From an optimization exercise on the open Yosys and OpenROAD flow, aimed at small area; shortcuts taken in it are not production practice. The RTL was checked by simulation tests, not by an equivalence proof against the original design. In runs 5, 6 and 8 the design's own scripts or RTL, not TritonCTS, make the clock network. No driver is modelled on the clock port, so clock power and skew are understated where the tree is cut down; a real chip needs a root buffer or a tree. Power and IR drop assume default switching activity.

`flow/design.v`:
```
module apwm (
    input  wire        clk,
    input  wire        rst_n,
    input  wire        op_cfg,
    input  wire        op_start,
    input  wire        op_setduty,
    input  wire        op_irqen,
    input  wire        op_irqclr,
    input  wire [31:0] op_data,
    output wire        pwm_out,
    output wire        irq
);
    reg        cfgd, run;            
    reg        wrap_if, wrap_ie;
    reg [15:0] top, div, cc, cc_act, pre, ctr;
    wire uninit = ~cfgd;
    wire run_n  = run | (cfgd & op_start);
    wire [15:0] pre_inc, ctr_inc, pre_ne, ctr_ne;
    wire [16:0] cp, cc_c, lt;
    wire pre_end;
    assign cp[0]   = 1'b1;
    assign cc_c[0] = pre_end;
    assign lt[0]   = 1'b0;
    genvar i;
    generate
        for (i = 0; i < 16; i = i + 1) begin : g_bit
            assign pre_inc[i] = pre[i] ^ cp[i];
            assign cp[i+1]    = pre[i] & cp[i];
            assign pre_ne[i]  = pre_inc[i] ^ div[i];
            assign ctr_inc[i] = ctr[i] ^ cc_c[i];
            assign cc_c[i+1]  = ctr[i] & cc_c[i];
            assign ctr_ne[i]  = ctr_inc[i] ^ top[i];
            assign lt[i+1]    = (~ctr[i] & cc_act[i]) | (~ctr[i] & lt[i]) | (cc_act[i] & lt[i]);
        end
    endgenerate
    assign pre_end = ~|pre_ne;
    wire   wrap    = run_n & pre_end & ~|ctr_ne;
    always @(posedge clk or negedge rst_n) begin
        if (!rst_n) begin
            cfgd    <= 1'b0;
            run     <= 1'b0;
            wrap_if <= 1'b0;
            wrap_ie <= 1'b0;
        end else begin
            if (uninit && op_cfg && op_data[15:0] != 16'd0 && op_data[31:16] != 16'd0)
                cfgd <= 1'b1;
            run <= run_n;
            if (op_irqen && cfgd)
                wrap_ie <= op_data[0];
            if (wrap)
                wrap_if <= 1'b1;
            else if (op_irqclr)
                wrap_if <= 1'b0;
        end
    end
    always @(posedge clk) begin
        if (uninit) begin
            top <= op_data[15:0];
            div <= op_data[31:16];
        end
        cc  <= uninit ? 16'd0 : (op_setduty ? op_data[15:0] : cc);
        pre <= (!run_n || pre_end) ? 16'd0 : pre_inc;
        ctr <= (!run_n || wrap) ? 16'd0 : ctr_inc;
        if (!run || wrap)
            cc_act <= cc;
    end
    assign pwm_out = run & lt[16];
    assign irq     = wrap_if & wrap_ie;
endmodule
module btn #(
    parameter HAS_PLAY = 1
) (
    input  wire       clk,
    input  wire       rst_n,
    input  wire       sample,
    input  wire       pin_n,
    input  wire       clear,
    output wire       edge_o,
    output wire       level,
    output wire       pressed,
    output wire [1:0] play
);
    reg s1, s2, level_r, pressed_r, paused;
    wire hit = sample & s2 & ~level_r;
    always @(posedge clk or negedge rst_n) begin
        if (!rst_n) begin
            s1        <= 1'b0;
            s2        <= 1'b0;
            level_r   <= 1'b0;
            pressed_r <= 1'b0;
            paused    <= 1'b0;
        end else begin
            if (sample) begin
                s2      <= s1;
                s1      <= ~pin_n;
                level_r <= s2;
            end
            if (hit)
                pressed_r <= 1'b1;
            else if (clear)
                pressed_r <= 1'b0;
            if (HAS_PLAY && hit)
                paused <= ~paused;
        end
    end
    assign edge_o  = hit;
    assign level   = level_r;
    assign pressed = pressed_r;
    assign play    = HAS_PLAY ? {paused, ~paused} : 2'd0;
endmodule
module core_irq (
    input  wire clk,
    input  wire rst_n,
    input  wire irq_in,
    input  wire op_wfi,
    input  wire op_csenter,
    input  wire op_csexit,
    input  wire cs_bit,
    input  wire op_irqret,
    output wire imask,
    output wire inh,
    output wire waiting
);
    reg imask_r, inh_r, waiting_r;
    wire entry = irq_in & ~imask_r & ~inh_r;
    always @(posedge clk or negedge rst_n) begin
        if (!rst_n) begin
            imask_r   <= 1'b0;
            inh_r     <= 1'b0;
            waiting_r <= 1'b0;
        end else begin
            if (op_csenter)
                imask_r <= 1'b1;
            else if (op_csexit)
                imask_r <= cs_bit;
            if (entry)
                inh_r <= 1'b1;
            else if (op_irqret && inh_r)
                inh_r <= 1'b0;
            if (op_wfi)
                waiting_r <= 1'b1;
            else if (op_irqret && inh_r)
                waiting_r <= 1'b0;
        end
    end
    assign imask   = imask_r;
    assign inh     = inh_r;
    assign waiting = waiting_r;
endmodule
module dropstick_corea (
    input  wire        clk,
    input  wire        rst_n,
    input  wire        op_cfg,
    input  wire        op_start,
    input  wire        op_setduty,
    input  wire        op_irqen,
    input  wire        op_irqclr,
    input  wire [31:0] op_data,
    output wire        pwm_out,
    output wire        irq,
    input  wire        btn0_pin_n,
    input  wire        btn0_sample,
    input  wire        btn0_clear,
    output wire        btn0_edge,
    output wire        btn0_level,
    output wire        btn0_pressed,
    output wire [1:0]  btn0_play,
    input  wire        btn1_pin_n,
    input  wire        btn1_sample,
    input  wire        btn1_clear,
    output wire        btn1_edge,
    output wire        btn1_level,
    output wire        btn1_pressed,
    input  wire        core_wfi,
    input  wire        core_csenter,
    input  wire        core_csexit,
    input  wire        core_cs_bit,
    input  wire        core_irqret,
    output wire        core_imask,
    output wire        core_inh,
    output wire        core_waiting
);
    wire [1:0] btn1_play_unused;
    apwm u_apwm (
        .clk(clk), .rst_n(rst_n),
        .op_cfg(op_cfg), .op_start(op_start), .op_setduty(op_setduty),
        .op_irqen(op_irqen), .op_irqclr(op_irqclr), .op_data(op_data),
        .pwm_out(pwm_out), .irq(irq)
    );
    btn #(.HAS_PLAY(1)) u_btn0 (
        .clk(clk), .rst_n(rst_n),
        .sample(btn0_sample), .pin_n(btn0_pin_n), .clear(btn0_clear),
        .edge_o(btn0_edge), .level(btn0_level), .pressed(btn0_pressed),
        .play(btn0_play)
    );
    btn #(.HAS_PLAY(0)) u_btn1 (
        .clk(clk), .rst_n(rst_n),
        .sample(btn1_sample), .pin_n(btn1_pin_n), .clear(btn1_clear),
        .edge_o(btn1_edge), .level(btn1_level), .pressed(btn1_pressed),
        .play(btn1_play_unused)
    );
    core_irq u_core (
        .clk(clk), .rst_n(rst_n), .irq_in(irq),
        .op_wfi(core_wfi), .op_csenter(core_csenter), .op_csexit(core_csexit),
        .cs_bit(core_cs_bit), .op_irqret(core_irqret),
        .imask(core_imask), .inh(core_inh), .waiting(core_waiting)
    );
endmodule
```
`flow/flow/run.sh`:
```
#!/bin/bash
# Own layout flow: the standard flow (standard.sh, which runs the standard
# synthesis unchanged), with
#  - the port buffers made of the smallest buffer cell instead of clkdlybuf4s50_1,
#  - a clock tree of clkbuf_8 without dummy loads,
#  - cells on paths with spare slack downsized after placement and after CTS.
# Each tool's full output goes to ORFS's own logs (orfs/logs/...) and to
# flow_standard.log in the work folder.
set -uo pipefail
here=$(cd "$(dirname "$0")" && pwd)
export BUFFER_PORTS_ARGS="-buffer_cell sky130_fd_sc_hd__buf_1"
export CTS_ARGS="-sink_clustering_enable -repair_clock_nets -buf_list sky130_fd_sc_hd__clkbuf_8 -dont_use_dummy_load"
export POST_RESIZE_TCL="$here/recover.tcl"
export POST_CTS_TCL="$here/recover.tcl"
bash standard.sh > flow_standard.log 2>&1
```
`flow/flow/recover.tcl`:
```
# Downsize cells on paths with spare setup slack (area/power recovery).
repair_timing -recover_power 100 -verbose
```
`flow/standard.sh`:
```
#!/bin/bash
# synth_recipe.tcl (not shown) runs the flow's synth.tcl, then flattens the netlist and writes it again
# the make line also repeats each setting of config.mk as NAME=value (left out here)
make -C /OpenROAD-flow-scripts/flow DESIGN_CONFIG=/design/flow/config.mk WORK_HOME=/design/flow/orfs CLKGATE_MAP_FILE= SYNTH_SCRIPT=/design/flow/synth_recipe.tcl "${@:-finish}"
```
`flow/config.mk`:
```
export PLATFORM = sky130hd
export DESIGN_NAME = dropstick_corea
export DESIGN_NICKNAME = dropstick_corea
export VERILOG_FILES = /design/flow/design.v
export SDC_FILE = /design/flow/constraint.sdc
export NUM_CORES = 4
export LEC_CHECK = 0
export CAP_MARGIN = 20
export CORE_MARGIN = 2
export CORE_UTILIZATION = 40
export SLEW_MARGIN = 20
```
`flow/constraint.sdc`:
```
create_clock -name core_clock -period 10.0 [get_ports {clk}]
set_input_delay 2.0000 -clock core_clock [delete_from_list [all_inputs] [get_ports {clk}]]
set_output_delay 2.0000 -clock core_clock [all_outputs]
set_load 0.01 [all_outputs]
```
==> results.toml, run 1 <==
[status]
outcome = "complete, no violations"

[route]
vias = 2727
routed.top_layer = "met4"
via_per_inst = 4.81
first_pass_iters = 4
drt_wl_total_um = 8600
wire_per_inst_um = 15.2
drtIter0Drc = 85
wl_met3_um = 363
wl_met2_um = 4210
met1Wirelength_um = 3910
postRouteAntennaNets = 0
drc = 0

[yosys]
synth-seq-area-share_pct = 60.3
syn-num-nets = 436
synth-edff-count = 48
yosysWarningCount = 4
synth_ff_type = "edfxtp_1"
synth_seq_cells = 112
synth-async-reset-ratio_pct = 14.3
ys_types = 47
syn-cell-area_um2 = 4650
synthCells = 357
syn_area_per_cell_um2 = 13.0

[min_path]
min_from = "u_apwm.cc[4]"
hold_path.class = "reg2reg"
holdPathStages = 0
min_to = "u_apwm.cc_act[4]"

[pwr]
powerDensity_nw_per_um2 = 162
p_leak_uw = 0.00199
vdd_drop_max_mv = 0.101

[global_routing]
grt_pass1_vias = 2853
grt_pass1_wl_um = 14200
grt_use_total_pct = 14.8
grt_max_degree = 34
antenna_found_initial = 0
overflow = 0

[timing]
relSlewSlack_pct = 41.7
fin_skew_ns = 0.0349
tns_ns = 0
fin_crit_sh_pct = 84.7
clock.fmax_mhz = 118
setup-violations-final = 0
rsz0062_at_grt = "false"
tightest_slew_ns = 0.874
slew_violations = 0
period_needed_ns = 8.47
hold_viol = 0
worst_slack_ns = 1.53

[critical_path]
regToRegSetupSlack_ns = 1.53
r2r-start = "u_apwm.pre[0]"
crit_arrival_ns = 8.48
cpMaxStageDelayCell = "nand2_1"
path_class = "reg2reg"
reg2reg_depth = 38
cp_common_cell = "ha_1"
worst_setup_path_start_kind = "flip-flop"
slowest_delay_ns = 0.62
critPathCaptureType = "flip-flop"
cp.required_ns = 10.01
reg2reg_to = "u_apwm.cc_act[3]"
cp_max_fo = 16

[place]
place.gp.congestion = 0.758
pre_cts_slack_ns = 1.51
hpwl_um = 6480
portBuffers = 62

[cells_and_area]
final_cell_mix = "buf_1 (61), dfxtp_1 (48), edfxtp_1 (48)"
final_nets = 505
area_delta_synth_final_pct = 9.90
drive_above_1_share_pct = 6.60
num-fill-cells = 1075
n_antenna_cell = 0
final_common_cell = "buf_1"

[floorplanning]
fp.dieArea_um2 = 12500
pin_count = 63
die_h_um = 112
rows = 39
die_w_um = 112
core_area_um2 = 11400
start_util_pct = 40.9

[clocking]
clk_latency_ns = 0.39
cts_sinks = 112
cts_tree = "built"
clkTransAtPathRegs_ns = 0.08

[run]
cap_violations = 0
-- metal layers --
| metal | vias up | GRT usage [%] |
|---|---|---|
| met2 | 41 | 24.6 |
| met4 | 0 | 4.69 |
| met5 | - | 0 |
| met3 | 7 | 5.50 |
| met1 | 1290 | 17.9 |
| li1 | 1389 | - |
-- through the flow --
stage	area (um^2)	total power [uW]	instances	utilization [%]	hold WS (ns)
after floorplan	4650	596	357	-	0.408
after global placement	5040	624	558	44.3	0.417
after detailed placement	4980	626	558	43.8	0.417
after global routing	5110	873	567	44.9	0.454
final	5110	830	567	44.9	0.440
-- cell type report --
type                            count  area [um^2]  share of cell area [%]
Clock buffer                        9          124                    2.42
Inverter                           21         78.8                    1.54
Multi-Input combinational cell    218         1680                    32.9
Sequential cell                   112         2800                    54.8
Tap cell                          143          179                    3.50
Timing Repair Buffer               64          243                    4.75
-- critical path: cells and delay by family (launching register included) --
kind                     cells  cell delay, ns
adder cells (fa/ha/maj)     29            5.85
AND/OR/NAND/NOR              6            1.32
XOR/XNOR                     3            0.59
flip-flops                   1            0.34
-- flip-flops by register name (all words and copies together), names as in the netlist, 16 cells and up --
signal,cells
u_apwm.ctr,16
u_apwm.top,16
u_apwm.cc_act,16
u_apwm.div,16
u_apwm.pre,16
u_apwm.cc,16
-- worst max path at each step --
stage | startpoint | endpoint | slack (ns) | cells past startpoint
floorplan | u_apwm.pre[0] | u_apwm.cc_act[0] | 2.09 | 38
global placement | u_apwm.pre[0] | u_apwm.cc_act[8] | 1.55 | 38
detailed placement | u_apwm.pre[0] | u_apwm.ctr[12] | 1.51 | 38
finish | u_apwm.pre[0] | u_apwm.cc_act[3] | 1.53 | 38
global route | u_apwm.pre[0] | u_apwm.cc_act[3] | 0.94 | 38
-- cells by family (layout without fill, tap and decap cells) --
family / Yosys count / count (layout) / synth area share, %
AO/OA/AOI/OAI: 26 / 26 / 4.47
XOR/XNOR: 35 / 35 / 6.59
adder cells (fa/ha/maj): 31 / 31 / 8.23
buffers and inverters: 27 / 94 / 2.48
flip-flops: 112 / 112 / 60.3
multiplexers: 21 / 21 / 4.60
AND/OR/NAND/NOR: 105 / 105 / 13.3
-- synthesized netlist by cell type (4+ instances only) --
master / instances / area [um^2]
nor2_1: 22 / 82.6
mux2i_1: 18 / 180
dfrtp_1: 16 / 400
and2_1: 18 / 113
nor3_1: 4 / 20.0
inv_1: 20 / 75.1
nand2_1: 8 / 30.0
nor4_1: 8 / 50.1
dfxtp_1: 48 / 961
nor2b_1: 10 / 62.6
ha_1: 29 / 363
edfxtp_1: 48 / 1440
and2_4: 10 / 87.6
xnor2_1: 34 / 298
nand4_1: 14 / 87.6
o21ai_0: 4 / 20.0
-- where the power goes --
group	switching (uW)	internal (uW)	leakage (uW)
registers	11.9	506	0.00101
clock network	135	81.2	0.0000647
logic	47.8	47.8	0.000916
total	195	635	0.00199
==> run 2: changes to the inputs <==
--- a/flow/design.v
+++ b/flow/design.v
@@ -13,13 +13,13 @@
     reg        cfgd, run;            
     reg        wrap_if, wrap_ie;
+    reg        pwm_lt;               
     reg [15:0] top, div, cc, cc_act, pre, ctr;
     wire uninit = ~cfgd;
     wire run_n  = run | (cfgd & op_start);
-    wire [15:0] pre_inc, ctr_inc, pre_ne, ctr_ne;
-    wire [16:0] cp, cc_c, lt;
+    wire [15:0] pre_inc, ctr_inc, pre_ne, ctr_ne, act_ne;
+    wire [16:0] cp, cc_c;
     wire pre_end;
     assign cp[0]   = 1'b1;
     assign cc_c[0] = pre_end;
-    assign lt[0]   = 1'b0;
     genvar i;
     generate
@@ -31,9 +31,12 @@
             assign cc_c[i+1]  = ctr[i] & cc_c[i];
             assign ctr_ne[i]  = ctr_inc[i] ^ top[i];
-            assign lt[i+1]    = (~ctr[i] & cc_act[i]) | (~ctr[i] & lt[i]) | (cc_act[i] & lt[i]);
+            assign act_ne[i]  = ctr_inc[i] ^ cc_act[i];
         end
     endgenerate
     assign pre_end = ~|pre_ne;
-    wire   wrap    = run_n & pre_end & ~|ctr_ne;
+    wire   ctr_end = ~|ctr_ne;
+    wire   wrap    = run_n & pre_end & ctr_end;
+    wire   cc_hi   = |cc[15:1];
+    wire   cc_nz   = cc_hi | cc[0];
     always @(posedge clk or negedge rst_n) begin
         if (!rst_n) begin
@@ -64,6 +67,10 @@
         if (!run || wrap)
             cc_act <= cc;
-    end
-    assign pwm_out = run & lt[16];
+        if (!run || wrap)
+            pwm_lt <= cc_nz & ~(~run & pre_end & ~ctr_end & ~cc_hi);
+        else if (pre_end && !(|act_ne))
+            pwm_lt <= 1'b0;
+    end
+    assign pwm_out = run & pwm_lt;
     assign irq     = wrap_if & wrap_ie;
 endmodule
--- a/flow/config.mk
+++ b/flow/config.mk
@@ -8,4 +8,4 @@
 export CAP_MARGIN = 20
 export CORE_MARGIN = 2
-export CORE_UTILIZATION = 40
+export CORE_UTILIZATION = 65
 export SLEW_MARGIN = 20
==> results.toml, run 2 <==
[cells_and_area]
area_delta_synth_final_pct = 11.5
seqCellArea_um2 = 2830
final_nets = 499
drive_above_1_share_pct = 5.74
multiInputGateArea_um2 = 1680
n_antenna_cell = 0
num-fill-cells = 487
final_cell_mix = "buf_1 (60), edfxtp_1 (49), dfxtp_1 (48)"
final_common_cell = "buf_1"

[pwr]
p_leak_uw = 0.00208
vdd_drop_max_mv = 0.125
powerDensity_nw_per_um2 = 177

[place]
hpwl_um = 6390
place.gp.congestion = 0.819
portBuffers = 62

[yosys]
syn-cell-area_um2 = 4610
synth-edff-count = 49
synth-async-reset-ratio_pct = 14.2
synth_area_leaders = "edfxtp_1 (32%), dfxtp_1 (21%), dfrtp_1 (8.7%)"
synth_seq_cells = 113
syn-num-nets = 424
synthCells = 345
synth-adder-area-share_pct = 7.86
synth-seq-area-share_pct = 61.4
yosys.area_share.simple_pct = 12.4
synth_compound_area_share_pct = 2.30
synth_top_family_by_area = "simple AND/OR/NAND/NOR gates"
synth-xor-area-share_pct = 9.68
yosysWarningCount = 4
syn_area_per_cell_um2 = 13.4
ys_types = 39
ys_top_cells_by_count = "edfxtp_1 (49), dfxtp_1 (48), xnor2_1 (39), ha_1 (29), nor2_1 (20)"
synth_top_cell_by_area = "edfxtp_1"
synth.top_cell.area_share_pct = 31.9
muxShareOfSynthArea_pct = 4.64
synth_most_common_cell = "edfxtp_1"
synth_ff_type = "edfxtp_1"

[critical_path]
reg2reg_depth = 37
cp_common_cell = "ha_1"
crit_arrival_ns = 9.24
cp.required_ns = 10.02
cpMaxStageDelayCell = "nand2_1"
reg2reg_to = "u_apwm.cc_act[15]"
worst_setup_path_start_kind = "flip-flop"
r2r-start = "u_apwm.pre[0]"
slowest_delay_ns = 0.71
regToRegSetupSlack_ns = 0.79
cp_max_fo = 19
path_class = "reg2reg"
critPathCaptureType = "flip-flop"

[timing]
clock.fmax_mhz = 109
hold_viol = 0
fin_crit_sh_pct = 92.1
tns_ns = 0
rsz0062_at_grt = "false"
relSlewSlack_pct = 25.2
fin_skew_ns = 0.0297
tightest_slew_ns = 1.12
setup-violations-final = 0
timing.hold.ws_ns = 0.474
period_needed_ns = 9.21
slew_violations = 0

[clocking]
cts_sinks = 113
cts_tree = "built"
clk_latency_ns = 0.41
clkTransAtPathRegs_ns = 0.07

[floorplanning]
start_util_pct = 67.5
die_w_um = 88.3
fp.dieArea_um2 = 7790
core_area_um2 = 6830
rows = 30
pin_count = 63
die_h_um = 88.3

[min_path]
hold_path.class = "reg2reg"
min_to = "u_core.waiting_r"
min_from = "u_core.waiting_r"
holdPathStages = 1

[route]
drc = 0
postRouteAntennaNets = 0
first_pass_iters = 4
drtIter0Drc = 162
drt_wl_total_um = 8330
wire_per_inst_um = 16.2
vias = 2812
via_per_inst = 5.47

[status]
outcome = "complete, no violations"

[global_routing]
grt_max_degree = 33
overflow = 0
grt_util_met1_pct = 34.3
busiest_layer = "met1"
grt_pass1_wl_um = 13100
grt_use_total_pct = 23.1
grt_pass1_vias = 2633
met2_usage_pct = 32.9
use_met3_pct = 6.90
antenna_found_initial = 0

[run]
cap_violations = 0
==> run 2: where the power goes <==
group	leakage, uW	total [uW]	internal, uW	switching [uW]
Sequential	0.00102	527	512	15.4
Clock	0.000122	287	148	138
Combinational	0.000942	95.8	46.1	49.7
==> run 2: stage by stage <==
stage | worst slack (ns) | cells | power (uW) | util [%] | cell area, um^2
after floorplan | 1.85 | 345 | 602 | - | 4610
final | 0.786 | 514 | 910 | 75.3 | 5150
after global placement | 1.28 | 497 | 629 | 72.3 | 4940
after global routing | 0.172 | 514 | 956 | 75.3 | 5150
after detailed placement | 0.728 | 497 | 633 | 72.0 | 4920
==> run 2: final cells by class <==
type | count | area share [%]
sequential | 113 | 55.0
multi-input combinational | 214 | 32.7
timing repair buffer | 63 | 4.62
clock buffer | 17 | 4.55
tap | 96 | 2.33
inverter | 11 | 0.802
==> run 2: how the worst max path moves through the flow <==
stage / cells past startpoint / slack, ns / endpoint / startpoint
after global routing: 37 / 0.17 / u_apwm.cc_act[2] / u_apwm.pre[0]
after global placement: 37 / 1.28 / u_apwm.cc_act[13] / u_apwm.pre[0]
after detailed placement: 37 / 0.73 / u_apwm.cc_act[8] / u_apwm.pre[0]
after floorplan: 38 / 1.85 / u_apwm.cc_act[0] / u_apwm.pre[0]
final: 37 / 0.79 / u_apwm.cc_act[15] / u_apwm.pre[0]
==> run 2: worst max-delay path: cells and delay by family, from the launching register on <==
family / cells / cell delay [ns]
and+or+nand+nor: 5 / 2.04
adders and majority gates: 29 / 5.82
xor gates and xnor gates: 3 / 0.62
DFF: 1 / 0.33
==> run 2: kinds of logic (layout without fill, tap and decap cells) <==
family	after synthesis	after routing
compound gates	14	14
xor+xnor	51	51
fa+ha+maj	29	29
buf+inv	18	91
flops	113	113
mux	21	21
simple gates	99	99
==> run 2: per-layer routing <==
metal	up-vias	wire length, um	part of all wire, %
met5	-	0	0
met4	0	90	1.1
met3	8	405	4.9
met2	77	3760	45
met1	1351	4070	49
li1	1376	-	-
==> run 3: changes to the inputs <==
--- a/flow/config.mk
+++ b/flow/config.mk
@@ -8,4 +8,4 @@
 export CAP_MARGIN = 20
 export CORE_MARGIN = 2
-export CORE_UTILIZATION = 65
+export CORE_UTILIZATION = 80
 export SLEW_MARGIN = 20
==> results.toml, run 3 <==
[status]
outcome = "complete, no violations"

[timing]
worst_slack_ns = 0.631
fin_skew_ns = 0.0193
clock.fmax_mhz = 107
setup-violations-final = 0
slew_violations = 0
fin_crit_sh_pct = 93.7
tns_ns = 0
relSlewSlack_pct = 41.6
period_needed_ns = 9.37
rsz0062_at_grt = "false"
hold_viol = 0
tightest_slew_ns = 0.876

[run]
cap_violations = 0

[yosys]
synth_seq_cells = 113
syn-cell-area_um2 = 4610
synth_most_common_cell = "edfxtp_1"
synth-xor-area-share_pct = 9.68
synth_top_family_by_area = "simple AND/OR/NAND/NOR gates"
muxShareOfSynthArea_pct = 4.64
synthCells = 345
syn_area_per_cell_um2 = 13.4
synth-edff-count = 49
synth_area_leaders = "edfxtp_1 (32%), dfxtp_1 (21%), dfrtp_1 (8.7%)"
ys_types = 39
synth.top_cell.area_share_pct = 31.9
yosysWarningCount = 4
synth-async-reset-ratio_pct = 14.2
synth-seq-area-share_pct = 61.4
syn-num-nets = 424
synth-adder-area-share_pct = 7.86
ys_top_cells_by_count = "edfxtp_1 (49), dfxtp_1 (48), xnor2_1 (39), ha_1 (29), nor2_1 (20)"
yosys.area_share.simple_pct = 12.4
synth_compound_area_share_pct = 2.30
synth_ff_type = "edfxtp_1"
synth_top_cell_by_area = "edfxtp_1"

[cells_and_area]
utilization_pct = 92.5
final_common_cell = "buf_1"
final_cell_mix = "buf_1 (60), edfxtp_1 (49), dfxtp_1 (48)"
area_delta_synth_final_pct = 11.1
n_antenna_cell = 0
final_nets = 499
drive_above_1_share_pct = 6.46
final_cells = 490

[place]
pre_cts_slack_ns = 0.616
place.gp.congestion = 0.847
portBuffers = 62
dp_cells = 473
hpwl_um = 7090

[critical_path]
cp_max_fo = 19
cpMaxStageDelayCell = "nand4_1"
cp.depth = 37
cp.buffers_inverters = 0
slowest_delay_ns = 0.71
cpLargestDelayFamily = "adder cells"
cp.required_ns = 10.06
cp_common_cell = "ha_1"
worst_setup_path_start_kind = "flip-flop"
crit_arrival_ns = 9.43
reg2reg_depth = 37
critPathCaptureType = "flip-flop"
path_class = "reg2reg"

[route]
drt_wl_total_um = 10400
postRouteAntennaNets = 0
first_pass_iters = 5
vias = 3093
wire_per_inst_um = 21.1
drtIter0Drc = 277
drc = 0
via_per_inst = 6.31

[floorplanning]
core_area_um2 = 5540
die_w_um = 79.9
start_util_pct = 83.3
rows = 27
pin_count = 63
fp.dieArea_um2 = 6390
die_h_um = 79.9

[pwr]
p_total_uw = 930
powerDensity_nw_per_um2 = 181
p_leak_uw = 0.00208
vdd_drop_max_mv = 0.129

[global_routing]
antenna_found_initial = 0
grt_use_total_pct = 36.0
grt_max_degree = 30
grt_pass1_wl_um = 16200
grt_pass1_vias = 3098
overflow = 0

[min_path]
hold_path.class = "reg2reg"
holdPathStages = 0

[clocking]
clkTransAtPathRegs_ns = 0.06
clk_latency_ns = 0.42
cts_tree = "built"
cts_sinks = 113
run 3: per-layer routing:
metal  global-route usage (%)  up-vias  routed length [um]
li1                         -     1383                   -
met1                     46.2     1492                4130
met2                     56.6      183                5080
met3                     11.7       35                 812
met4                     15.1        0                 329
met5                        0        -                   0
run 3: final cells by class:
cell class                 instances  area, um^2
timing repair buffer              63         239
multi-input combinational        214        1690
sequential                       113        2830
fill                             192         415
clock buffer                      17         234
tap                               72        90.1
inverter                          11        41.3
run 3: stage by stage:
step                hold slack (ns)  instance area [um^2]
detailed placement            0.443                  4890
global route                  0.477                  5120
global placement              0.448                  4910
floorplan                     0.430                  4610
finish                        0.468                  5120
run 3: final timing paths:
path | start | endpoint | slack [ns]
setup / recovery | u_apwm.pre[0] | u_apwm.cc_act[4] | 0.63
hold / removal | u_apwm.cc[13] | u_apwm.cc_act[13] | 0.47
setup reg to reg | u_apwm.pre[0] | u_apwm.cc_act[4] | 0.63
hold reg to reg | u_apwm.cc[13] | u_apwm.cc_act[13] | 0.47
max in group asynchronous | rst_n | u_apwm.wrap_ie | 7.80
min in group asynchronous | rst_n | u_btn0.level_r | 1.66
run 3: logic make-up after synthesis:
family / count (synthesis)
simple gates: 99
mux: 21
fa+ha+maj: 29
xor+xnor: 51
buf+inv: 18
flops: 113
compound gates: 14
run 3: power by group:
| part | switching (uW) | leakage (uW) | internal, uW |
|---|---|---|---|
| registers | 17.2 | 0.00102 | 512 |
| clock network | 145 | 0.000122 | 148 |
| logic | 60.3 | 0.000942 | 47.2 |
==> run 4: changes to the inputs <==
--- a/flow/config.mk
+++ b/flow/config.mk
@@ -8,4 +8,4 @@
 export CAP_MARGIN = 20
 export CORE_MARGIN = 2
-export CORE_UTILIZATION = 80
+export CORE_UTILIZATION = 40
 export SLEW_MARGIN = 20
==> results.toml, run 4 <==
[yosys]
syn-cell-area_um2 = 4610
synth_most_common_cell = "edfxtp_1"
synth-seq-area-share_pct = 61.4
synth_ff_type = "edfxtp_1"
synth.top_cell.area_share_pct = 31.9
synth_area_leaders = "edfxtp_1 (32%), dfxtp_1 (21%), dfrtp_1 (8.7%)"
synth-async-reset-ratio_pct = 14.2
ys_top_cells_by_count = "edfxtp_1 (49), dfxtp_1 (48), xnor2_1 (39), ha_1 (29), nor2_1 (20)"
yosysWarningCount = 4
synth_seq_cells = 113
synthCells = 345
syn-num-nets = 424
synth-edff-count = 49
syn_area_per_cell_um2 = 13.4
ys_types = 39
synth_top_cell_by_area = "edfxtp_1"

[floorplanning]
pin_count = 63
core_area_um2 = 11300
rows = 39
start_util_pct = 40.8
fp.dieArea_um2 = 12400
die_w_um = 111
die_h_um = 111

[cells_and_area]
fin_area_um2 = 5210
num-fill-cells = 1051
n_antenna_cell = 0
final_common_cell = "buf_1"
final_cell_mix = "buf_1 (60), edfxtp_1 (49), dfxtp_1 (48)"
final_nets = 499
area_delta_synth_final_pct = 12.8
drive_above_1_share_pct = 5.98

[critical_path]
reg2reg_depth = 37
cpMaxStageDelayCell = "nand2_1"
cp.required_ns = 10.05
setup.worst_path.end = "u_apwm.cc_act[9]"
critPathCaptureType = "flip-flop"
path_class = "reg2reg"
critPathLaunch = "u_apwm.pre[0]"
cp_common_cell = "ha_1"
slowest_delay_ns = 0.75
cp_max_fo = 19
crit_arrival_ns = 9.40
regToRegSetupSlack_ns = 0.65
r2r-start = "u_apwm.pre[0]"
worst_setup_path_start_kind = "flip-flop"
reg2reg_to = "u_apwm.cc_act[9]"

[clocking]
clkTransAtPathRegs_ns = 0.06
clk_latency_ns = 0.43
cts_tree = "built"
cts_sinks = 113

[status]
outcome = "complete, no violations"

[min_path]
hold_path.class = "reg2reg"

[route]
first_pass_iters = 4
vias = 2778
postRouteAntennaNets = 0
wire_per_inst_um = 15.1
drt_wl_total_um = 8500
via_per_inst = 4.95
drc = 0
drtIter0Drc = 136

[run]
cap_violations = 0

[global_routing]
grt_pass1_vias = 2917
overflow = 0
grt_use_total_pct = 15.1
grt_max_degree = 34
grt_pass1_wl_um = 14300
antenna_found_initial = 0

[timing]
tightest_slew_ns = 0.888
clock.fmax_mhz = 107
setup-violations-final = 0
rsz0062_at_grt = "false"
fin_skew_ns = 0.0279
fin_crit_sh_pct = 93.5
hold_viol = 0
tns_ns = 0
period_needed_ns = 9.35
relSlewSlack_pct = 40.8
slew_violations = 0

[place]
place.gp.congestion = 0.786
dpl-instance-area_um2 = 4970
hpwl_um = 6500
portBuffers = 62

[pwr]
vdd_drop_max_mv = 0.124
p_leak_uw = 0.00209
powerDensity_nw_per_um2 = 177
## run 4: worst min-delay path by stage
stage,to,slack (ns),cells past startpoint,start
final,u_apwm.cc_act[0],0.47,0,u_apwm.cc[0]
after floorplan,u_apwm.cc_act[1],0.43,0,u_apwm.cc[1]
after detailed placement,u_apwm.cc_act[0],0.45,0,u_apwm.cc[0]
after global routing,u_apwm.cc_act[9],0.49,0,u_apwm.cc[9]
after global placement,u_apwm.cc_act[8],0.46,0,u_apwm.cc[8]
## run 4: stage by stage
stage | std cells | total power, uW | hold slack (ns) | worst slack (ns) | util (%)
floorplan | 345 | 602 | 0.430 | 1.85 | -
global placement | 544 | 632 | 0.455 | 1.21 | 44.1
detailed placement | 544 | 634 | 0.453 | 0.612 | 43.9
global route | 561 | 969 | 0.495 | 0.0525 | 46.0
finish | 561 | 920 | 0.466 | 0.647 | 46.0
## run 4: final cells by class
| cell class | instances | area (um^2) | share of cell area (%) |
|---|---|---|---|
| Tap cell | 143 | 179 | 3.44 |
| Sequential cell | 113 | 2830 | 54.4 |
| Clock buffer | 17 | 234 | 4.49 |
| Multi-Input combinational cell | 214 | 1680 | 32.3 |
| Inverter | 11 | 41.3 | 0.793 |
| Timing Repair Buffer | 63 | 239 | 4.59 |
## run 4: critical path, delay by kind of cell, from the launching register on
kind	cells	cell delay [ns]
DFF	1	0.34
and+or+nand+nor	5	2.15
adders and majority gates	29	5.88
xor gates and xnor gates	3	0.60
## run 4: cells by family after synthesis
kind of cell / Yosys count / synth area share (%)
AOI/OAI and AO/OA: 14 / 2.30
xor gates and xnor gates: 51 / 9.68
adders and majority gates: 29 / 7.86
buffers and inverters: 18 / 1.71
DFF: 113 / 61.4
muxes: 21 / 4.64
and+or+nand+nor: 99 / 12.4
## run 4: routing by layer
metal	vias to the layer above	global-route usage (%)	share of wire [%]
li1	1381	-	-
met5	-	0	0
met2	41	23.7	48
met1	1343	18.8	47
met4	0	6.42	1.9
met3	13	5.99	3.4
## run 4: power by group
part           internal (uW)  switching [uW]  total (uW)
Combinational           45.8            50.8        96.6
Sequential               512            14.9         527
Clock                    148             149         297
==> run 5: changes to the inputs <==
==> flow/flow/run.sh (replaced) <==
#!/bin/bash
# Own layout flow: the standard flow (standard.sh, which runs the standard
# synthesis unchanged), with
#  - the port buffers made of the smallest buffer cell instead of clkdlybuf4s50_1,
#  - after CTS, the clock tree rebuilt as one clkbuf_4 root driving eight
#    clkbuf_8 leaves (post_cts.tcl, clock_tree.tcl),
#  - cells on paths with spare slack downsized after placement and after CTS
#    (recover.tcl).
# Each tool's full output goes to ORFS's own logs (orfs/logs/...), and
# standard.sh's output to flow_standard.log in the work folder.
set -uo pipefail
here=$(cd "$(dirname "$0")" && pwd)
export BUFFER_PORTS_ARGS="-buffer_cell sky130_fd_sc_hd__buf_1"
export CTS_ARGS="-sink_clustering_enable -repair_clock_nets -buf_list sky130_fd_sc_hd__clkbuf_8 -dont_use_dummy_load"
export POST_RESIZE_TCL="$here/recover.tcl"
export POST_CTS_TCL="$here/post_cts.tcl"
bash standard.sh > flow_standard.log 2>&1
==> flow/flow/clock_tree.tcl (new file) <==
# Rebuild the clock tree after CTS: remove the clock buffers CTS made, split
# the clock sinks by recursive bisection of their positions into clk_nleaf
# groups, drive each group from a clk_leafbuf buffer at its centroid, and
# drive those from one clk_rootbuf buffer, which alone is on the clock port.
# Every sink is two equal buffers from the port, so the tree stays balanced.
set block [ord::get_db_block]
set db [ord::get_db]
set clknet [$block findNet clk]
# undo CTS: every clock buffer's output sinks go back onto clk
proc tree_bufs {net} {
  set r {}
  foreach it [$net getITerms] {
    set inst [$it getInst]
    if {[$it isInputSignal] && [string match *clkbuf* [[$inst getMaster] getName]]} {
      lappend r $inst
    }
  }
  return $r
}
set todo [tree_bufs $clknet]
while {[llength $todo]} {
  set inst [lindex $todo 0]; set todo [lrange $todo 1 end]
  set onet [[$inst findITerm X] getNet]
  lappend todo {*}[tree_bufs $onet]
  foreach it [$onet getITerms] {
    if {[$it getInst] ne $inst && ![string match *clkbuf* [[[$it getInst] getMaster] getName]]} {
      $it disconnect; $it connect $clknet
    }
  }
  odb::dbInst_destroy $inst
  odb::dbNet_destroy $onet
}
set sinks {}
foreach it [$clknet getITerms] { lappend sinks $it }
puts "clock sinks: [llength $sinks]"
proc center {it} {
  set bb [[$it getInst] getBBox]
  return [list [expr {([$bb xMin] + [$bb xMax]) / 2}] [expr {([$bb yMin] + [$bb yMax]) / 2}]]
}
# split the sinks into groups: recursive bisection along the longer side
proc bisect {sinks k} {
  if {$k <= 1} { return [list $sinks] }
  set xs {}; set ys {}
  foreach it $sinks { lassign [center $it] x y; lappend xs $x; lappend ys $y }
  set dx [expr {[tcl::mathfunc::max {*}$xs] - [tcl::mathfunc::min {*}$xs]}]
  set dy [expr {[tcl::mathfunc::max {*}$ys] - [tcl::mathfunc::min {*}$ys]}]
  set idx [expr {$dx >= $dy ? 0 : 1}]
  set keyed {}
  foreach it $sinks { lappend keyed [list [lindex [center $it] $idx] $it] }
  set keyed [lsort -integer -index 0 $keyed]
  set h [expr {[llength $keyed] / 2}]
  set a {}; set b {}
  foreach p [lrange $keyed 0 [expr {$h - 1}]] { lappend a [lindex $p 1] }
  foreach p [lrange $keyed $h end] { lappend b [lindex $p 1] }
  return [concat [bisect $a [expr {$k / 2}]] [bisect $b [expr {$k / 2}]]]
}
proc add_buf {name cell innet outnet x y} {
  set b [odb::dbInst_create [ord::get_db_block] [[ord::get_db] findMaster $cell] $name]
  [$b findITerm A] connect $innet
  [$b findITerm X] connect $outnet
  $b setLocation $x $y
  $b setPlacementStatus PLACED
  return $b
}
set rootnet [odb::dbNet_create $block clk_root]
$rootnet setSigType CLOCK
set gi 0; set rx 0; set ry 0
set groups [bisect $sinks $clk_nleaf]
foreach g $groups {
  set net [odb::dbNet_create $block clk_leaf_$gi]
  $net setSigType CLOCK
  set sx 0; set sy 0
  foreach it $g { lassign [center $it] x y; set sx [expr {$sx + $x}]; set sy [expr {$sy + $y}]; $it disconnect; $it connect $net }
  set x [expr {$sx / [llength $g]}]; set y [expr {$sy / [llength $g]}]
  add_buf clk_leaf_buf_$gi $clk_leafbuf $rootnet $net $x $y
  set rx [expr {$rx + $x}]; set ry [expr {$ry + $y}]
  incr gi
}
add_buf clk_root_buf $clk_rootbuf $clknet $rootnet [expr {$rx / $gi}] [expr {$ry / $gi}]
puts "clock tree: $clk_rootbuf root, $gi $clk_leafbuf leaves"
detailed_placement
==> flow/flow/post_cts.tcl (new file) <==
# After CTS: replace the tree CTS built with a fixed two-level tree, then
# recover area on paths with spare slack.
set here [file dirname [info script]]
set clk_rootbuf sky130_fd_sc_hd__clkbuf_4
set clk_leafbuf sky130_fd_sc_hd__clkbuf_8
set clk_nleaf 8
source $here/clock_tree.tcl
estimate_parasitics -placement
report_clock_skew
source $here/recover.tcl
==> results.toml, run 5 <==
[global_routing]
grt_pass1_vias = 2866
antenna_found_initial = 0
overflow = 0
grt_pass1_wl_um = 14100
grt_use_total_pct = 13.9
grt_max_degree = 34

[cells_and_area]
drive_above_1_share_pct = 4.15
final_nets = 491
area_delta_synth_final_pct = 10.3
seqCellArea_um2 = 2830
num-fill-cells = 1060
fin_area_um2 = 5090
multiInputGateArea_um2 = 1680
final_common_cell = "buf_1"
n_antenna_cell = 0
utilization_pct = 45.0
final_cell_mix = "buf_1 (60), edfxtp_1 (49), dfxtp_1 (48)"
final_cells = 553

[critical_path]
reg2reg_depth = 37
worst_setup_path_start_kind = "flip-flop"
path_class = "reg2reg"
cp_common_cell = "ha_1"
cp.depth = 37
crit_arrival_ns = 9.46
cp_max_fo = 19
cp.required_ns = 10.10
cpMaxStageDelayCell = "nand2_1"
critPathCaptureType = "flip-flop"
cpLargestDelayFamily = "adder cells"
cp.buffers_inverters = 0
slowest_delay_ns = 0.75

[route]
vias = 2739
drc = 0
drtIter0Drc = 138
drt_wl_total_um = 8480
via_per_inst = 4.95
postRouteAntennaNets = 0
wire_per_inst_um = 15.3
first_pass_iters = 5

[timing]
rsz0062_at_grt = "false"
clock.fmax_mhz = 107
hold_viol = 0
relSlewSlack_pct = 40.0
tightest_slew_ns = 0.900
fin_crit_sh_pct = 93.6
period_needed_ns = 9.36
tns_ns = 0
fin_skew_ns = 0.0109
setup-violations-final = 0
slew_violations = 0

[floorplanning]
die_w_um = 111
fp.dieArea_um2 = 12400
start_util_pct = 40.8
pin_count = 63
rows = 39
core_area_um2 = 11300
die_h_um = 111

[pwr]
p_leak_uw = 0.00203
vdd_drop_max_mv = 0.0905
p_int_uw = 632
clockPowerShare_pct = 25.3
power_frac_comb_pct = 11.6
p_total_uw = 833
seqPwrFrac_pct = 63.1
netSwitchingPower_uw = 201
powerDensity_nw_per_um2 = 164
swShare_pct = 24.1

[yosys]
synth-async-reset-ratio_pct = 14.2
ys_top_cells_by_count = "edfxtp_1 (49), dfxtp_1 (48), xnor2_1 (39), ha_1 (29), nor2_1 (20)"
synth_area_leaders = "edfxtp_1 (32%), dfxtp_1 (21%), dfrtp_1 (8.7%)"
syn-num-nets = 424
synth-seq-area-share_pct = 61.4
ys_types = 39
synthCells = 345
syn_area_per_cell_um2 = 13.4
synth_seq_cells = 113
synth_ff_type = "edfxtp_1"
synth_top_cell_by_area = "edfxtp_1"
syn-cell-area_um2 = 4610
synth_most_common_cell = "edfxtp_1"
synth-edff-count = 49
synth.top_cell.area_share_pct = 31.9
yosysWarningCount = 4

[clocking]
clk_latency_ns = 0.46
cts_sinks = 113
clkTransAtPathRegs_ns = 0.09

[place]
place.gp.congestion = 0.786
dp_cells = 544
dpl-instance-area_um2 = 4970
portBuffers = 62
hpwl_um = 6500

[min_path]
hold_path.class = "reg2reg"
holdPathStages = 0

[status]
outcome = "complete, no violations"

[run]
cap_violations = 0
run 5: cells by family (layout without fill, tap and decap cells):
| family | count (synthesis) | after routing | synth area share [%] |
|---|---|---|---|
| AOI/OAI and AO/OA | 14 | 14 | 2.30 |
| xor gates and xnor gates | 51 | 51 | 9.68 |
| and+or+nand+nor | 99 | 99 | 12.4 |
| adders and majority gates | 29 | 29 | 7.86 |
| muxes | 21 | 21 | 4.64 |
| buffers and inverters | 18 | 83 | 1.71 |
| DFF | 113 | 113 | 61.4 |
run 5: final cells by class:
class                   instances  area share (%)
plain buffers                   9            2.31
flip-flops and latches        113            55.7
well taps                     143            3.52
inverters                      11           0.811
repair buffers                 63            4.70
multi-input cells             214            33.0
run 5: metrics by stage:
| step | hold WS (ns) | setup WS (ns) |
|---|---|---|
| global route | 0.497 | 0.0480 |
| global placement | 0.455 | 1.21 |
| floorplan | 0.430 | 1.85 |
| finish | 0.486 | 0.635 |
| detailed placement | 0.453 | 0.612 |
run 5: power groups by stage:
| stage | Sequential [uW] | Clock (uW) | Combinational (uW) |
|---|---|---|---|
| 5_1_grt | 528 | 238 | 111 |
| 3_3_place_gp | 535 | 0 | 96.9 |
| 6_report | 525 | 211 | 97.0 |
| 3_5_place_dp | 536 | 0 | 98.1 |
| 2_1_floorplan | 532 | 0 | 69.3 |
run 5: final timing paths:
check | slack [ns] | start | end
hold reg to reg | 0.49 | u_apwm.cc[8] | u_apwm.cc_act[8]
max in group asynchronous | 7.85 | rst_n | u_btn1.level_r
setup / recovery | 0.64 | u_apwm.pre[0] | u_apwm.cc_act[10]
setup reg to reg | 0.64 | u_apwm.pre[0] | u_apwm.cc_act[10]
hold / removal | 0.49 | u_apwm.cc[8] | u_apwm.cc_act[8]
min in group asynchronous | 1.62 | rst_n | u_core.waiting_r
run 5: routing by layer:
| metal | global-route usage, % | vias to the layer above | routed length (um) |
|---|---|---|---|
| li1 | - | 1365 | - |
| met1 | 18.9 | 1329 | 3910 |
| met2 | 23.6 | 38 | 4150 |
| met3 | 2.67 | 7 | 312 |
| met4 | 2.30 | 0 | 101 |
| met5 | 0 | - | 0 |
run 5: worst reg2reg max path: cells and delay by family (launching register included):
kind	cells	cell delay, ns
XOR/XNOR	3	0.61
adder cells (fa/ha/maj)	29	5.90
AND/OR/NAND/NOR	5	2.15
flip-flops	1	0.35
==> run 6: changes to the inputs <==
--- a/flow/flow/run.sh
+++ b/flow/flow/run.sh
@@ -3,5 +3,5 @@
 # synthesis unchanged), with
 #  - the port buffers made of the smallest buffer cell instead of clkdlybuf4s50_1,
-#  - after CTS, the clock tree rebuilt as one clkbuf_4 root driving eight
+#  - after CTS, the clock tree rebuilt as one clkbuf_4 root driving seven
 #    clkbuf_8 leaves (post_cts.tcl, clock_tree.tcl),
 #  - cells on paths with spare slack downsized after placement and after CTS
--- a/flow/flow/clock_tree.tcl
+++ b/flow/flow/clock_tree.tcl
@@ -1,4 +1,4 @@
 # Rebuild the clock tree after CTS: remove the clock buffers CTS made, split
-# the clock sinks by recursive bisection of their positions into clk_nleaf
+# the clock sinks by recursive bisection of their positions (in proportion to each side's share of the groups) into clk_nleaf
 # groups, drive each group from a clk_leafbuf buffer at its centroid, and
 # drive those from one clk_rootbuf buffer, which alone is on the clock port.
@@ -49,9 +49,11 @@
   foreach it $sinks { lappend keyed [list [lindex [center $it] $idx] $it] }
   set keyed [lsort -integer -index 0 $keyed]
-  set h [expr {[llength $keyed] / 2}]
+  set ka [expr {$k / 2}]
+  set kb [expr {$k - $ka}]
+  set h [expr {([llength $keyed] * $ka + $k / 2) / $k}]
   set a {}; set b {}
   foreach p [lrange $keyed 0 [expr {$h - 1}]] { lappend a [lindex $p 1] }
   foreach p [lrange $keyed $h end] { lappend b [lindex $p 1] }
-  return [concat [bisect $a [expr {$k / 2}]] [bisect $b [expr {$k / 2}]]]
+  return [concat [bisect $a $ka] [bisect $b $kb]]
 }
 proc add_buf {name cell innet outnet x y} {
--- a/flow/flow/post_cts.tcl
+++ b/flow/flow/post_cts.tcl
@@ -4,5 +4,5 @@
 set clk_rootbuf sky130_fd_sc_hd__clkbuf_4
 set clk_leafbuf sky130_fd_sc_hd__clkbuf_8
-set clk_nleaf 8
+set clk_nleaf 7
 source $here/clock_tree.tcl
 estimate_parasitics -placement
==> results.toml, run 6 <==
[yosys]
synthCells = 345
synth-async-reset-ratio_pct = 14.2
syn_area_per_cell_um2 = 13.4
syn-num-nets = 424
synth-edff-count = 49
synth-seq-area-share_pct = 61.4
synth_top_cell_by_area = "edfxtp_1"
ys_top_cells_by_count = "edfxtp_1 (49), dfxtp_1 (48), xnor2_1 (39), ha_1 (29), nor2_1 (20)"
synth_area_leaders = "edfxtp_1 (32%), dfxtp_1 (21%), dfrtp_1 (8.7%)"
synth_most_common_cell = "edfxtp_1"
synth_ff_type = "edfxtp_1"
ys_types = 39
synth_seq_cells = 113
synth.top_cell.area_share_pct = 31.9
syn-cell-area_um2 = 4610
yosysWarningCount = 4

[route]
drtIter0Drc = 140
via_per_inst = 4.94
drt_wl_total_um = 8410
wire_per_inst_um = 15.2
first_pass_iters = 4
vias = 2726
drc = 0
postRouteAntennaNets = 0

[clocking]
clk_latency_ns = 0.46
cts_sinks = 113
clkTransAtPathRegs_ns = 0.10

[run]
cap_violations = 0

[timing]
setup-violations-final = 0
clock.fmax_mhz = 107
relSlewSlack_pct = 40.4
hold_viol = 0
fin_skew_ns = 0.00709
fin_crit_sh_pct = 93.8
slew_violations = 0
timing.hold.ws_ns = 0.484
tightest_slew_ns = 0.894
tns_ns = 0
worst_slack_ns = 0.619
rsz0062_at_grt = "false"
period_needed_ns = 9.38

[place]
portBuffers = 62
place.gp.congestion = 0.786
dp_cells = 544
hpwl_um = 6500
pre_cts_slack_ns = 0.612

[cells_and_area]
area_delta_synth_final_pct = 10.0
final_cell_mix = "buf_1 (60), edfxtp_1 (49), dfxtp_1 (48)"
final_common_cell = "buf_1"
n_antenna_cell = 0
final_nets = 490
drive_above_1_share_pct = 3.91
final_cells = 552

[critical_path]
cp_max_fo = 19
critPathLaunch = "u_apwm.pre[0]"
worst_setup_path_start_kind = "flip-flop"
cp_common_cell = "ha_1"
cp.required_ns = 10.10
cp.buffers_inverters = 0
cpMaxStageDelayCell = "nand2_1"
r2r-start = "u_apwm.pre[0]"
critPathCaptureType = "flip-flop"
path_class = "reg2reg"
slowest_delay_ns = 0.75
crit_arrival_ns = 9.48
cpLargestDelayFamily = "adder cells"

[floorplanning]
start_util_pct = 40.8
rows = 39
fp.dieArea_um2 = 12400
die_w_um = 111
core_area_um2 = 11300
die_h_um = 111
pin_count = 63

[status]
outcome = "complete, no violations"

[pwr]
p_leak_uw = 0.00202
powerDensity_nw_per_um2 = 162
vdd_drop_max_mv = 0.0989

[global_routing]
grt_max_degree = 34
overflow = 0
grt_pass1_wl_um = 14000
grt_use_total_pct = 13.8
antenna_found_initial = 0
grt_pass1_vias = 2864

[min_path]
min_from = "u_apwm.cc[9]"
hold_path.class = "reg2reg"
## run 6: cell counts after synthesis
No cell type changed its count.
## run 6: stage by stage
| step | utilization [%] | total power, uW | area (um^2) |
|---|---|---|---|
| after floorplan | - | 602 | 4610 |
| after global placement | 44.1 | 632 | 5000 |
| after detailed placement | 43.9 | 634 | 4970 |
| after global routing | 44.8 | 865 | 5080 |
| final | 44.8 | 821 | 5080 |
## run 6: where the power goes
group / switching (uW) / total (uW) / internal [uW] / leakage [uW]
clock network: 132 / 200 / 67.3 / 0.0000549
logic: 50.9 / 96.8 / 45.9 / 0.000946
registers: 14.7 / 525 / 510 / 0.00102
total: 198 / 821 / 624 / 0.00202
## run 6: kinds of logic after synthesis
group / Yosys count / synth area share (%)
xor+xnor: 51 / 9.68
buf+inv: 18 / 1.71
flops: 113 / 61.4
simple gates: 99 / 12.4
fa+ha+maj: 29 / 7.86
compound gates: 14 / 2.30
mux: 21 / 4.64
## run 6: final cells by class
type | instances | area (um^2)
fillers | 1058 | 6240
inverters | 11 | 41.3
plain buffers | 8 | 104
flip-flops and latches | 113 | 2830
multi-input cells | 214 | 1680
repair buffers | 63 | 239
well taps | 143 | 179
## run 6: layer usage
layer	routed length (um)	track usage [%]	vias to the layer above
met4	132	2.55	0
met5	0	0	-
met3	293	2.40	10
met1	3890	18.6	1314
met2	4100	23.8	40
li1	-	-	1362
## run 6: worst paths after layout
kind,slack (ns),depth (start not counted),endpoint
worst max-delay path,0.62,37,u_apwm.cc_act[14]
worst min-delay path,0.48,0,u_apwm.cc_act[9]
worst max register to register,0.62,37,u_apwm.cc_act[14]
worst min register to register,0.48,0,u_apwm.cc_act[9]
max in group asynchronous,7.85,1,u_apwm.cfgd
min in group asynchronous,1.62,1,u_core.waiting_r
==> run 7: changes to the inputs <==
--- a/flow/flow/run.sh
+++ b/flow/flow/run.sh
@@ -6,5 +6,6 @@
 #    clkbuf_8 leaves (post_cts.tcl, clock_tree.tcl),
 #  - cells on paths with spare slack downsized after placement and after CTS
-#    (recover.tcl).
+#    (recover.tcl), and after CTS every cell of drive 2 or more swapped for its
+#    smallest version where timing allows (downsize.tcl).
 # Each tool's full output goes to ORFS's own logs (orfs/logs/...), and
 # standard.sh's output to flow_standard.log in the work folder.
==> flow/flow/downsize.tcl (new file) <==
# Swap each combinational cell of drive strength 2 or more for the smallest
# cell with the same function (same name up to the drive suffix), and keep
# the swap only if the setup slack stays at least 0.2 ns and the counts of
# slew and capacitance violations do not grow. Clock buffers, port buffers
# and flip-flops are left alone.
estimate_parasitics -placement
set lib_cells {}
foreach lc [get_lib_cells sky130_fd_sc_hd__*] { lappend lib_cells [get_name $lc] }
proc smallest_same {m} {
  global lib_cells
  if {![regexp {^(sky130_fd_sc_hd__[a-z0-9]+)_([0-9]+)$} $m -> base drive]} { return "" }
  if {$drive < 2} { return "" }
  foreach d {0 1} {
    set c ${base}_$d
    if {[lsearch -exact $lib_cells $c] >= 0 && [lsearch -exact $::env(DONT_USE_CELLS) $c] < 0} { return $c }
  }
  return ""
}
# no worse than before the swaps: setup slack of at least 0.2 ns and no more
# slew or capacitance violations (as estimated from placement)
set slew0 [sta::max_slew_violation_count]
set cap0 [sta::max_capacitance_violation_count]
proc design_ok {} {
  global slew0 cap0
  if {[sta::worst_slack_cmd max] < 0.2e-9} { return 0 }
  if {[sta::max_slew_violation_count] > $slew0} { return 0 }
  if {[sta::max_capacitance_violation_count] > $cap0} { return 0 }
  return 1
}
set swapped 0
foreach inst [get_cells *] {
  set m [get_property $inst ref_name]
  if {[string match *clkbuf* $m] || [string match *df* $m] || [string match *buf_* $m]} { continue }
  set to [smallest_same $m]
  if {$to eq ""} { continue }
  replace_cell $inst $to
  estimate_parasitics -placement
  if {[design_ok]} { incr swapped } else { replace_cell $inst $m; estimate_parasitics -placement }
}
puts "downsize: swapped $swapped cells"
detailed_placement
==> flow/flow/post_cts.tcl (replaced) <==
# After CTS: replace the tree CTS built with a fixed two-level tree, then
# recover area on paths with spare slack and downsize cells (downsize.tcl).
set here [file dirname [info script]]
set clk_rootbuf sky130_fd_sc_hd__clkbuf_4
set clk_leafbuf sky130_fd_sc_hd__clkbuf_8
set clk_nleaf 7
source $here/clock_tree.tcl
estimate_parasitics -placement
report_clock_skew
source $here/recover.tcl
source $here/downsize.tcl
==> results.toml, run 7 <==
[floorplanning]
die_h_um = 111
die_w_um = 111
start_util_pct = 40.8
rows = 39
pin_count = 63

[yosys]
yosysWarningCount = 4
synth.top_cell.area_share_pct = 31.9
synth_top_cell_by_area = "edfxtp_1"
muxShareOfSynthArea_pct = 4.64
synthCells = 345
synth-edff-count = 49
synth_area_leaders = "edfxtp_1 (32%), dfxtp_1 (21%), dfrtp_1 (8.7%)"
synth_seq_cells = 113
ys_top_cells_by_count = "edfxtp_1 (49), dfxtp_1 (48), xnor2_1 (39), ha_1 (29), nor2_1 (20)"
synth-seq-area-share_pct = 61.4
synth-async-reset-ratio_pct = 14.2
synth_top_family_by_area = "simple AND/OR/NAND/NOR gates"
syn-num-nets = 424
synth_most_common_cell = "edfxtp_1"
synth-adder-area-share_pct = 7.86
synth_compound_area_share_pct = 2.30
yosys.area_share.simple_pct = 12.4
ys_types = 39
synth_ff_type = "edfxtp_1"
syn-cell-area_um2 = 4610
syn_area_per_cell_um2 = 13.4
synth-xor-area-share_pct = 9.68

[place]
hpwl_um = 6500
dp_cells = 544
place.gp.congestion = 0.786
portBuffers = 62

[status]
outcome = "did not finish"
toolErrorMsg = "Error: cts.tcl, 90 can't read \"lib_cells\": no such variable"
stop_stage = "4_1_cts"

[clocking]
cts_sinks = 113
==> run 7: cell counts after synthesis <==
Identical to the previous run, type by type.
==> run 7: kinds of logic after synthesis <==
family                     Yosys count
DFF                                113
adders and majority gates           29
and+or+nand+nor                     99
buffers and inverters               18
muxes                               21
AOI/OAI and AO/OA                   14
xor gates and xnor gates            51
==> run 7: per-stage QoR <==
step	area, um^2	worst slack, ns
detailed placement	4970	0.612
global placement	5000	1.21
floorplan	4610	1.85
==> run 7: worst min path at each step <==
stage | startpoint | end | slack, ns | cells past startpoint
after global placement | u_apwm.cc[8] | u_apwm.cc_act[8] | 0.46 | 0
after detailed placement | u_apwm.cc[0] | u_apwm.cc_act[0] | 0.45 | 0
after floorplan | u_apwm.cc[1] | u_apwm.cc_act[1] | 0.43 | 0
==> run 7: power by group through the flow <==
stage | clock [uW] | sequential (uW) | combinational, uW
after global placement | 0 | 535 | 96.9
after detailed placement | 0 | 536 | 98.1
after floorplan | 0 | 532 | 69.3
==> run 8: changes to the inputs <==
--- a/flow/flow/downsize.tcl
+++ b/flow/flow/downsize.tcl
@@ -5,13 +5,13 @@
 # and flip-flops are left alone.
 estimate_parasitics -placement
-set lib_cells {}
-foreach lc [get_lib_cells sky130_fd_sc_hd__*] { lappend lib_cells [get_name $lc] }
+set ::ds_lib_cells {}
+foreach lc [get_lib_cells sky130_fd_sc_hd__*] { lappend ::ds_lib_cells [get_name $lc] }
 proc smallest_same {m} {
-  global lib_cells
+
   if {![regexp {^(sky130_fd_sc_hd__[a-z0-9]+)_([0-9]+)$} $m -> base drive]} { return "" }
   if {$drive < 2} { return "" }
   foreach d {0 1} {
     set c ${base}_$d
-    if {[lsearch -exact $lib_cells $c] >= 0 && [lsearch -exact $::env(DONT_USE_CELLS) $c] < 0} { return $c }
+    if {[lsearch -exact $::ds_lib_cells $c] >= 0 && [lsearch -exact $::env(DONT_USE_CELLS) $c] < 0} { return $c }
   }
   return ""
@@ -19,11 +19,11 @@
 # no worse than before the swaps: setup slack of at least 0.2 ns and no more
 # slew or capacitance violations (as estimated from placement)
-set slew0 [sta::max_slew_violation_count]
-set cap0 [sta::max_capacitance_violation_count]
+set ::ds_slew0 [sta::max_slew_violation_count]
+set ::ds_cap0 [sta::max_capacitance_violation_count]
 proc design_ok {} {
-  global slew0 cap0
+
   if {[sta::worst_slack_cmd max] < 0.2e-9} { return 0 }
-  if {[sta::max_slew_violation_count] > $slew0} { return 0 }
-  if {[sta::max_capacitance_violation_count] > $cap0} { return 0 }
+  if {[sta::max_slew_violation_count] > $::ds_slew0} { return 0 }
+  if {[sta::max_capacitance_violation_count] > $::ds_cap0} { return 0 }
   return 1
 }
==> results.toml, run 8 <==
[route]
drc = 0
vias = 2727
drtIter0Drc = 138
via_per_inst = 4.94
first_pass_iters = 4
drt_wl_total_um = 8390
wire_per_inst_um = 15.2
postRouteAntennaNets = 0

[yosys]
synth-async-reset-ratio_pct = 14.2
synth_seq_cells = 113
synth.top_cell.area_share_pct = 31.9
syn-num-nets = 424
ys_top_cells_by_count = "edfxtp_1 (49), dfxtp_1 (48), xnor2_1 (39), ha_1 (29), nor2_1 (20)"
synth_top_cell_by_area = "edfxtp_1"
synth-edff-count = 49
syn-cell-area_um2 = 4610
synthCells = 345
yosysWarningCount = 4
ys_types = 39
synth_most_common_cell = "edfxtp_1"
syn_area_per_cell_um2 = 13.4
synth-seq-area-share_pct = 61.4
synth_area_leaders = "edfxtp_1 (32%), dfxtp_1 (21%), dfrtp_1 (8.7%)"
synth_ff_type = "edfxtp_1"

[pwr]
p_leak_uw = 0.00202
powerDensity_nw_per_um2 = 162
p_int_uw = 623
clockPowerShare_pct = 24.4
netSwitchingPower_uw = 198
power_frac_comb_pct = 11.6
seqPwrFrac_pct = 64.0
vdd_drop_max_mv = 0.0989
swShare_pct = 24.1
p_total_uw = 821

[critical_path]
critPathCaptureType = "flip-flop"
cp.buffers_inverters = 0
cp.required_ns = 10.10
cpLargestDelayFamily = "adder cells"
slowest_delay_ns = 0.75
reg2reg_depth = 37
path_class = "reg2reg"
cp_max_fo = 19
cp_common_cell = "ha_1"
worst_setup_path_start_kind = "flip-flop"
r2r-start = "u_apwm.pre[0]"
cpMaxStageDelayCell = "nand2_1"
reg2reg_to = "u_apwm.cc_act[14]"
crit_arrival_ns = 9.33
regToRegSetupSlack_ns = 0.77

[cells_and_area]
final_common_cell = "buf_1"
utilization_pct = 44.7
final_nets = 490
area_delta_synth_final_pct = 9.68
multiInputGateArea_um2 = 1670
n_antenna_cell = 0
drive_above_1_share_pct = 2.44
fin_area_um2 = 5060
num-fill-cells = 1061
seqCellArea_um2 = 2830
final_cell_mix = "buf_1 (60), edfxtp_1 (49), dfxtp_1 (48)"

[floorplanning]
start_util_pct = 40.8
pin_count = 63
core_area_um2 = 11300
die_h_um = 111
rows = 39
fp.dieArea_um2 = 12400
die_w_um = 111

[global_routing]
busiest_layer = "met2"
antenna_found_initial = 0
use_met3_pct = 2.40
overflow = 0
met2_usage_pct = 23.8
grt_pass1_wl_um = 14100
grt_max_degree = 34
grt_pass1_vias = 2868
grt_util_met1_pct = 18.7
grt_use_total_pct = 13.8

[min_path]
holdPathStages = 0
hold_path.class = "reg2reg"
min_to = "u_apwm.cc_act[9]"
min_from = "u_apwm.cc[9]"

[timing]
relSlewSlack_pct = 39.4
rsz0062_at_grt = "false"
hold_viol = 0
fin_crit_sh_pct = 92.3
fin_skew_ns = 0.0117
setup-violations-final = 0
tightest_slew_ns = 0.909
tns_ns = 0
clock.fmax_mhz = 108
slew_violations = 0
period_needed_ns = 9.23

[place]
dpl-instance-area_um2 = 4970
place.gp.congestion = 0.786
hpwl_um = 6500
portBuffers = 62

[clocking]
cts_sinks = 113
clk_latency_ns = 0.46
clkTransAtPathRegs_ns = 0.11

[status]
outcome = "complete, no violations"

[run]
cap_violations = 0
-- run 8: cell counts after synthesis --
No cell type changed its count.
-- run 8: area by class of cell --
| cell class | instances | share of cell area, % |
|---|---|---|
| tap | 143 | 3.54 |
| inverter | 11 | 0.816 |
| multi-input combinational | 214 | 32.9 |
| timing repair buffer | 63 | 4.72 |
| buffer | 8 | 2.05 |
| sequential | 113 | 56.0 |
-- run 8: cell families after synthesis --
kind of cell	synth area share (%)
AND/OR/NAND/NOR	12.4
multiplexers	4.64
adder cells (fa/ha/maj)	7.86
flip-flops	61.4
buffers and inverters	1.71
AO/OA/AOI/OAI	2.30
XOR/XNOR	9.68
-- run 8: per-layer routing --
layer	wire length, um	share of wire, %
met5	0	0
met3	296	3.5
met1	3880	46
met2	4080	49
met4	132	1.6
-- run 8: per-stage QoR --
| step | setup slack, ns | instances | hold slack, ns |
|---|---|---|---|
| final | 0.770 | 552 | 0.485 |
| after global routing | 0.161 | 552 | 0.497 |
| after detailed placement | 0.612 | 544 | 0.453 |
| after global placement | 1.21 | 544 | 0.455 |
| after floorplan | 1.85 | 345 | 0.430 |
-- run 8: worst max path at each step --
stage / start / endpoint / slack, ns / cells after the start
3_3_place_gp: u_apwm.pre[0] / u_apwm.cc_act[12] / 1.21 / 37
6_report: u_apwm.pre[0] / u_apwm.cc_act[14] / 0.77 / 37
5_1_grt: u_apwm.pre[0] / u_apwm.cc_act[14] / 0.16 / 37
3_5_place_dp: u_apwm.pre[0] / u_apwm.cc_act[14] / 0.61 / 37
2_1_floorplan: u_apwm.pre[0] / u_apwm.cc_act[0] / 1.85 / 38
-- run 8: power by group through the flow --
stage | clock (uW) | sequential, uW | combinational (uW)
after floorplan | 0 | 532 | 69.3
after global placement | 0 | 535 | 96.9
after detailed placement | 0 | 536 | 98.1
after global routing | 225 | 528 | 110
final | 201 | 525 | 95.3

## re-timing with driven ports
The results above use ideal ports. As a check the final layouts listed here were re-extracted and re-timed, cells and wires unchanged.
Step 1: set_driving_cell puts a clkbuf_16 on clk and a buf_2 on each other input, an assumption about the parent block.
Step 2 also shifts input and output timing later by t, the mid clock arrival at the registers, as if the neighbouring blocks saw the same clock.
Three values: ideal ports, drivers, drivers and shift; two values: the first two.
run | t (ns) | setup slack, ns | clock arrival spread, ns | worst data-port slew with drivers (ns) | pins driven straight from the clock port
run 1 | 0.412 | 1.534 / 1.534 / 1.534 | 0.035 / 0.035 | 0.04 | 1
run 2 | 0.421 | 0.786 / 0.786 / 0.786 | 0.033 / 0.033 | 0.05 | 1
run 3 | 0.442 | 0.631 / 0.631 / 0.631 | 0.020 / 0.020 | 0.07 | 1
run 4 | 0.446 | 0.647 / 0.647 / 0.647 | 0.028 / 0.028 | 0.04 | 1
run 5 | 0.489 | 0.635 / 0.635 / 0.635 | 0.011 / 0.011 | 0.04 | 1
run 6 | 0.485 | 0.619 / 0.619 / 0.619 | 0.007 / 0.007 | 0.04 | 1
run 8 | 0.489 | 0.770 / 0.770 / 0.770 | 0.012 / 0.012 | 0.04 | 1
After both steps every run listed still meets setup and hold.
